From an optimization exercise on the open Yosys and OpenROAD flow, aimed at small area; shortcuts taken in it are not production practice.
Only simulation tests tie the RTL to the original design; equivalence was not proved.
Power is estimated from default activity; no workload was simulated.

===== design/flow/design.v =====
module ict_seq (
    input  wire        clk,
    input  wire        rst,
    input  wire        cmd_valid,
    output wire        cmd_ready,
    input  wire [2:0]  cmd_op,
    input  wire [23:0] cmd_addr,
    input  wire [15:0] cmd_len,
    input  wire [3:0]  cmd_step,
    input  wire        cmd_wide,
    input  wire        cmd_big,
    input  wire [31:0] cmd_seed,
    input  wire [15:0] cmd_mask,
    input  wire [31:0] cmd_crc,
    output wire        bus_req_valid,
    input  wire        bus_req_ready,
    output wire        bus_req_we,
    output wire [23:0] bus_req_addr,
    output wire [15:0] bus_req_wdata,
    output wire        bus_req_wide,
    input  wire        bus_rsp_valid,
    input  wire [15:0] bus_rsp_rdata,
    output wire        res_valid,
    output wire [1:0]  res_code,
    output wire [31:0] res_value,
    output wire [23:0] res_addr,
    output wire [15:0] res_exp,
    output wire [15:0] res_act,
    output wire [1:0]  res_pass
);
    localparam OP_ROMCRC   = 3'd0;
    localparam OP_ROMCHK   = 3'd1;
    localparam OP_RAMMARCH = 3'd3;
    localparam OP_RAMADDR  = 3'd4;
    localparam OP_RAMFILL  = 3'd5;
    localparam RC_SUCCESS  = 2'd0;
    localparam RC_MISMATCH = 2'd1;
    localparam RC_UNIMPL   = 2'd2;
    localparam [31:0] LCG_A = 32'd1664525;
    localparam [31:0] LCG_C = 32'd1013904223;
    localparam [31:0] POLY  = 32'hEDB88320;
    localparam S_IDLE  = 4'd0;    
    localparam S_RES   = 4'd1;    
    localparam S_BEGIN = 4'd2;    
    localparam S_WSTRT = 4'd3;    
    localparam S_COPY  = 4'd4;    
    localparam S_WNEXT = 4'd5;    
    localparam S_LCG   = 4'd6;    
    localparam S_REQ   = 4'd7;    
    localparam S_WAIT  = 4'd8;    
    localparam S_CRC   = 4'd9;    
    localparam S_CHK   = 4'd10;   
    localparam S_STEP  = 4'd11;   
    localparam S_CMP   = 4'd12;   
    localparam S_ARST  = 4'd13;   
    localparam S_AGO   = 4'd14;   
    localparam S_ASTEP = 4'd15;   
    reg [3:0]  state;
    reg [2:0]  op;
    reg [23:0] start;
    reg [15:0] len;
    reg [3:0]  step;
    reg        wide;
    reg        big;
    reg [15:0] mask;
    reg [31:0] r1;         
    reg [31:0] r2;         
    reg [20:0] acc;        
    reg [23:0] addr;       
    reg [15:0] cnt;        
    reg [15:0] rd;         
    reg [4:0]  bc;         
    reg [4:0]  tj;         
    reg [1:0]  ph;         
    reg [1:0]  code;
    reg        miss;
    reg        dn;         
    wire is_march = (op == OP_RAMMARCH);
    wire is_addr  = (op == OP_RAMADDR);
    wire is_crc   = (op == OP_ROMCRC) || (op == OP_ROMCHK);
    wire [15:0] wmask = wide ? 16'hFFFF : 16'h00FF;
    wire [15:0] cmask = mask & wmask;
    wire [4:0]  stride = wide ? {step, 1'b0} : {1'b0, step};
    wire [15:0] pat  = (r2[31:16] ^ {16{ph[1]}}) & wmask;
    wire        hit  = (bc == tj);
    wire [15:0] expv = is_march ? pat : (hit ? mask : 16'd0);
    wire        bad  = |((rd ^ expv) & cmask);
    wire        we = (op == OP_RAMFILL) || (is_march && !ph[0]) ||
                     (is_addr && ph != 2'd2);
    assign cmd_ready     = (state == S_IDLE) || (state == S_RES);
    assign bus_req_valid = (state == S_REQ);
    assign bus_req_we    = we;
    assign bus_req_addr  = addr;
    assign bus_req_wide  = wide;
    assign bus_req_wdata = is_march ? pat :
                           is_addr  ? ((ph == 2'd1) ? cmask : 16'd0) :
                                      (r1[15:0] & wmask);
    assign res_valid = (state == S_RES);
    assign res_code  = code;
    assign res_value = r2;
    assign res_addr  = addr;
    assign res_exp   = expv & cmask;
    assign res_act   = rd & cmask;
    assign res_pass  = {ph[1], ~ph[1]};
    reg  [1:0]  amode;
    localparam AM_HOLD = 2'd0, AM_ADD = 2'd1, AM_DBL = 2'd2, AM_START = 2'd3;
    wire [23:0] a_x = (amode == AM_ADD) ? addr :
                      (amode == AM_DBL) ? {addr[22:0], 1'b0} : 24'd0;
    wire [23:0] a_y = (amode == AM_ADD) ? {19'd0, stride} :
                      (amode == AM_DBL) ? ~start : start;
    wire [23:0] a_sum = a_x + a_y + {23'd0, amode == AM_DBL};
    wire        lcg_c = LCG_C[bc];
    wire [21:0] lcg_t = {1'b0, acc} + (r2[0] ? LCG_A[20:0] : 21'd0) + {21'd0, lcg_c};
    wire        crc_g = r2[0] ^ rd[0];
    wire        crc_on = !(big && wide) || bc[4] || bc[3];
    wire [4:0]  crc_last = wide ? (big ? 5'd23 : 5'd15) : 5'd7;
    wire        r1_bit = r1[bc];
    always @(*) begin
        amode = AM_HOLD;
        case (state)
        S_WSTRT, S_ARST: amode = AM_START;
        S_STEP:  amode = AM_ADD;
        S_ASTEP: amode = (bc == 5'd0) ? AM_ADD : AM_DBL;
        S_CMP:   if (bc == 5'd31) amode = AM_START;
        default: amode = AM_HOLD;
        endcase
    end
    always @(posedge clk) begin
        if (amode != AM_HOLD) addr <= a_sum;
    end
    always @(posedge clk) begin
        if (rst) begin
            state <= S_IDLE;
        end else begin
            case (state)
            S_IDLE, S_RES: begin
                state <= S_IDLE;
                if (cmd_valid) begin
                    op    <= cmd_op;
                    start <= cmd_addr;
                    len   <= cmd_len;
                    step  <= cmd_step;
                    wide  <= cmd_wide;
                    big   <= cmd_big;
                    mask  <= cmd_mask;
                    r1    <= (cmd_op == OP_ROMCHK) ? cmd_crc : cmd_seed;
                    ph    <= 2'd0;
                    tj    <= 5'd0;
                    miss  <= 1'b0;
                    state <= S_BEGIN;
                end
            end
            S_BEGIN: begin
                if (op == 3'd7) begin
                    code  <= RC_UNIMPL;
                    state <= S_RES;
                end else if (is_addr) begin
                    if (len == 16'd0) begin
                        code  <= RC_SUCCESS;
                        state <= S_RES;
                    end else begin
                        state <= S_ARST;
                    end
                end else begin
                    state <= S_WSTRT;
                end
            end
            S_WSTRT: begin
                cnt   <= len;
                bc    <= 5'd0;
                state <= S_COPY;
            end
            S_COPY: begin
                r2 <= {is_march & r1_bit, r2[31:1]};
                bc <= bc + 5'd1;
                if (bc == 5'd31) state <= S_WNEXT;
            end
            S_WNEXT: begin
                acc <= 21'd0;
                bc  <= 5'd0;
                if (cnt == 16'd0) begin
                    if (is_march) begin
                        if (!ph[0]) begin
                            ph[0] <= 1'b1;
                            state <= S_WSTRT;
                        end else if (!ph[1]) begin
                            ph    <= 2'b10;
                            state <= S_WSTRT;
                        end else begin
                            code  <= RC_SUCCESS;
                            state <= S_RES;
                        end
                    end else if (op == OP_ROMCHK) begin
                        state <= S_CMP;
                    end else begin
                        code  <= RC_SUCCESS;
                        state <= S_RES;
                    end
                end else begin
                    state <= is_march ? S_LCG : S_REQ;
                end
            end
            S_LCG: begin
                r2  <= {lcg_t[0], r2[31:1]};
                acc <= lcg_t[21:1];
                bc  <= bc + 5'd1;
                if (bc == 5'd31) state <= S_REQ;
            end
            S_REQ: begin
                dn <= 1'b1;
                if (bus_req_ready) begin
                    if (we) state <= is_addr ? S_AGO : S_STEP;
                    else    state <= S_WAIT;
                    if (is_addr) begin
                        case (ph)
                        2'd0: ;
                        2'd1: begin ph <= 2'd2; state <= S_ARST; end
                        2'd3: begin ph <= 2'd1; tj <= tj + 5'd1; state <= S_ARST; end
                        default: ;
                        endcase
                    end
                end
            end
            S_WAIT: begin
                if (bus_rsp_valid) begin
                    rd    <= bus_rsp_rdata;
                    if (is_crc) bc <= 5'd0;
                    state <= is_crc ? S_CRC : (is_march || is_addr) ? S_CHK : S_STEP;
                end
            end
            S_CRC: begin
                rd <= {rd[0], rd[15:1]};
                bc <= bc + 5'd1;
                if (crc_on)
                    r2 <= {crc_g, r2[31:1] ^ (POLY[30:0] & {31{~crc_g}})};
                if (bc == crc_last) state <= S_STEP;
            end
            S_CHK: begin
                if (bad) begin
                    code  <= RC_MISMATCH;
                    state <= S_RES;
                end else begin
                    state <= is_addr ? S_AGO : S_STEP;
                end
            end
            S_STEP: begin
                cnt   <= cnt - 16'd1;
                state <= S_WNEXT;
            end
            S_CMP: begin
                r2 <= {r2[0], r2[31:1]};
                bc <= bc + 5'd1;
                if (r2[0] != r1_bit) miss <= 1'b1;
                if (bc == 5'd31) begin
                    code  <= (miss || r2[0] != r1_bit) ? RC_MISMATCH : RC_SUCCESS;
                    state <= S_RES;
                end
            end
            S_ARST: begin
                cnt   <= len;
                bc    <= 5'd0;
                state <= S_AGO;
                miss  <= 1'b1;     
                dn    <= 1'b0;
            end
            S_AGO: begin
                if (miss) begin
                    cnt  <= cnt - 16'd1;
                    miss <= 1'b0;
                end else if (ph[0]) begin
                    if (hit) state <= S_REQ;
                    else if (cnt == 16'd0) begin
                        code  <= RC_SUCCESS;    
                        state <= S_RES;
                    end else state <= S_ASTEP;
                end else if (!dn) begin
                    state <= S_REQ;
                end else if (cnt == 16'd0) begin
                    ph    <= ph + 2'd1;
                    state <= S_ARST;
                end else begin
                    state <= S_ASTEP;
                end
            end
            S_ASTEP: begin
                dn    <= 1'b0;
                cnt   <= {1'b0, cnt[15:1]};
                bc    <= bc + 5'd1;
                state <= S_AGO;
            end
            default: state <= S_IDLE;
            endcase
        end
    end
endmodule

===== design/flow/run.sh =====
#!/bin/bash
# synth_recipe.tcl (not shown) runs the flow's synth.tcl, then flattens the netlist and writes it again
# the make line also repeats each setting of config.mk as NAME=value (left out here)
make -C /OpenROAD-flow-scripts/flow DESIGN_CONFIG=/design/flow/config.mk WORK_HOME=/design/flow/orfs CLKGATE_MAP_FILE= SYNTH_SCRIPT=/design/flow/synth_recipe.tcl finish

===== design/flow/config.mk =====
export PLATFORM = sky130hd
export DESIGN_NAME = ict_seq
export DESIGN_NICKNAME = ict_seq
export VERILOG_FILES = /design/flow/design.v
export SDC_FILE = /design/flow/constraint.sdc
export NUM_CORES = 4
export LEC_CHECK = 0
export CAP_MARGIN = 20
export CORE_MARGIN = 2
export CORE_UTILIZATION = 40
export PLACE_DENSITY = 0.6
export SLEW_MARGIN = 20

===== design/flow/constraint.sdc =====
create_clock -name core_clock -period 10.0 [get_ports {clk}]
set_input_delay 2.0000 -clock core_clock [delete_from_list [all_inputs] [get_ports {clk}]]
set_output_delay 2.0000 -clock core_clock [all_outputs]
set_load 0.01 [all_outputs]

==> run notes <==
-- flip-flops by register name, indices dropped and copies added, names as in the netlist, 2 cells and up --
name,count
acc,21
step,4
op,3
mask,16
rd,16
bc,5
r1,32
len,16
addr,24
cnt,16
tj,5
r2,32
start,24
state,4
code,2
ph,2
-- power breakdown --
part | leakage [nW] | switching [mW] | internal [mW] | total, mW
Combinational | 3.72 | 0.370 | 0.310 | 0.680
Sequential | 2.08 | 0.104 | 1.18 | 1.28
Clock | 0.392 | 0.379 | 0.538 | 0.918
-- worst register-to-register path, cell delays in order, from the launching register on --
cell and delay [ns]:
dfxtp_1 0.73, nand2_1 0.31, nor2_2 0.65, and2_2 0.26, buf_4 0.51, xnor2_1 0.22, o21ai_0 0.11, fa_1 0.44
fa_1 0.41, a21o_1 0.22, a221oi_1 0.45, o21ai_0 0.31, a211o_1 0.39, nand2_1 0.10, o21ai_0 0.18, o311ai_0 0.36
-- per-layer routing --
metal	GRT usage [%]	vias up
met2	33.4	403
met1	30.6	4978
met3	3.93	54
met4	5.86	0
li1	-	4972
met5	0	-
-- cells in the mapped netlist (8+ instances only) --
library cell  count  share of area [%]
inv_1            36                1.0
edfxtp_1        222                 50
a21o_1           14               0.79
nand3_1          20               0.75
and3_1           24                1.1
clkbuf_1         35               0.99
nor3_1           18               0.68
mux2_2           48                4.1
a32oi_1          10               0.66
nand4_1          11               0.52
o21ai_0          65                2.4
mux4_2           10                1.7
buf_4            26                1.5
nand2b_1         13               0.61
nor2b_1          11               0.52
a22o_1           23                1.5
nand2_1          83                2.3
nor2_1          108                3.0
a21oi_1          75                2.8
nor4_1           10               0.47
o21bai_1          8               0.45
ha_1             45                4.2
a22oi_1          17               0.96
and2_1           17               0.80
xnor2_1          73                4.8
or3_1             8               0.38
xor2_1           48                3.2
-- area by class of cell --
type                    instances  area (um^2)
multi-input cells             861         6090
diodes                          1         2.50
fillers                      2937        15400
well taps                     442          553
flip-flops and latches        226         6750
inverters                      38          143
repair buffers                300         2970
clock buffers                  30          687
clock inverters                17          128
-- cells by family after synthesis --
| family | synth area share [%] |
|---|---|
| fa+ha+maj | 4.67 |
| flops | 50.6 |
| xor+xnor | 7.95 |
| buf+inv | 4.08 |
| compound gates | 14.1 |
| simple gates | 12.5 |
| mux | 6.12 |
-- path summary, 6_finish.rpt --
| check | start | to | cells after the start |
|---|---|---|---|
| worst max-delay path | state[0]$_SDFFE_PP0P_ | addr[22]$_DFFE_PP_ | 15 |
| worst min register to register | r2[12]$_DFFE_PP_ | r2[11]$_DFFE_PP_ | 0 |
| worst min-delay path | r2[12]$_DFFE_PP_ | r2[11]$_DFFE_PP_ | 0 |
| worst max register to register | state[0]$_SDFFE_PP0P_ | addr[22]$_DFFE_PP_ | 15 |
-- stage by stage --
stage / total power [mW] / cell area [um^2]
final: 2.88 / 17300
after global routing: 3.01 / 17300
after CTS: 2.90 / 17300
after detailed placement: 1.98 / 16500
after global placement: 1.98 / 16500
after floorplan: 1.68 / 13300
==> reports/qor.yml <==
worst_setup_path:
  cp_common_cell: "o21ai_0"
  critical-path-max-stage-delay_ns: 0.73
  cp.required_ns: 10.33
  crit_slowest_cell: "dfxtp_1"
  crit_chain: "nand2_1 -> nor2_2 -> and2_2 -> buf_4 -> xnor2_1 -> o21ai_0 -> fa_1 -> fa_1 -> a21o_1 -> a221oi_1 -> o21ai_0 -> a211o_1 -> nand2_1 -> o21ai_0 -> o311ai_0"
  arrival_ns: 6.18
  endpoint_kind: "flip-flop"
  worstSetupPathType: "flip-flop to flip-flop"
  worstSetupStartpointType: "flip-flop"
  critPathTopFamily: "compound AO/OA/AOI/OAI gates"
  r2r_slack_ns: 4.15
  worstPathMaxFanout: 48
  path_buf_inv: 1
routing:
  viasPerCell: 5.43
  dr.max_layer_used: "met4"
  drcViolationCount: 0
  dr_wl_met3_um: 2690
  drt-initial-drc-count: 767
  drtPass1Iterations: 7
  wl_per_cell_um: 19.8
  ant_nets: 0
  met2_length_um: 17000
  wl_met1_um: 17400
  vias: 10400
  drt-total-wl_um: 37900
flow_run:
  maxCapViolCount: 0
die:
  die_width_um: 187
  start_util_pct: 40.8
  rows: 66
  core_area_mm2: 0.0327
  die_area_mm2: 0.0348
  ios: 287
  dieHeight_um: 187
run_status:
  status: "finished clean"
clock_network:
  cts_root_buf: "clkbuf_16"
  cts.repair.resized: 0
  holdBufCountCts: 0
  cts.sinks: 226
  clk_latency_ns: 0.53
  clk_pin_slew_ns: 0.06
  numCtsBuffers: 26
  clockBufferDepth: 3
  cts_tree: "yes"
  htree_levels: 1
  postCtsSetupBuffers: 0
yosys:
  syn_inst: 1198
  seq_area_frac_synth_pct: 50.6
  synthArstFlopShare_pct: 0
  netlist_area_mm2: 0.0133
  syn_nets: 1396
  synth-edff-count: 222
  synth_ff_type: "edfxtp_1"
  avgSynthCellArea_um2: 11.1
  yosysWarningCount: 1
  synthDistinctLibCells: 69
  ys_seq_elements: 226
cells_and_area:
  final_core_util_pct: 52.9
  final_cell_mix: "286 x clkdlybuf4s50_1, 222 x edfxtp_1, 104 x nor2_1"
  final_common_cell: "clkdlybuf4s50_1"
  nNetsFinal: 1651
  layout-drive-gt1-share_pct: 8.49
  area_growth_pct: 29.9
  instances_no_fill: 1915
timing:
  fmax_ghz: 0.171
  setup_violations: 0
  slew_violations: 0
  relSlewSlack_pct: 24.5
  worst_pin_slew_ns: 1.13
  hold_viol: 0
  rsz0062_at_grt: "no"
  min_period_ns: 5.85
  skew_ns: 0.0120
  finalCritPeriodShare_pct: 58.5
  fin_ws_ns: 4.15
  tns_ns: 0
  hold_slack_ns: 0.449
placed_design:
  place_ws_ns: 3.80
  routabilityCongestion: 0.895
  dpl.cell_count: 1867
  hpwlAfterDp_um: 28200
  port-buffer-count: 286
global_routing:
  grt_pass1_wl_um: 59300
  grt_max_degree: 61
  grt_remaining_overflow: 0
  antenna_found_initial: 1
  grt_pass1_vias: 10400
  grt_use_total_pct: 21.4
pwr:
  ir_drop_uv: 151
  powerDensity_mw_per_mm2: 166
  leakage_nw: 6.19
worst_hold_path:
  hold_class: "flip-flop to flip-flop"

## re-timing with driven ports
Ports are ideal in the flow. The routed layout listed here was re-timed in OpenROAD.
Step 1 sets driving cells, clkbuf_16 on the clock port and buf_2 on the other inputs (assumed; they add their load-dependent delay and slew).
Step 2 moves the port delays by t, midway between the first and last clock arrival at a register: inputs arrive t later, outputs are due t later. That takes back most of the time a late clock gives input paths.
a / b / c = ideal ports / drivers / drivers and shift; a / b = the first two.
shift t [ns]: 0.575
slack for setup (ns): 4.150 / 4.150 / 4.150
worst hold slack (ns): 0.449 / 0.449 / 0.449
worst data-port slew with drivers (ns): 0.08
After both steps this run still meets setup and hold. The setup slack of this run moves by 0.000 ns with the drivers and by 0.000 ns with both steps.
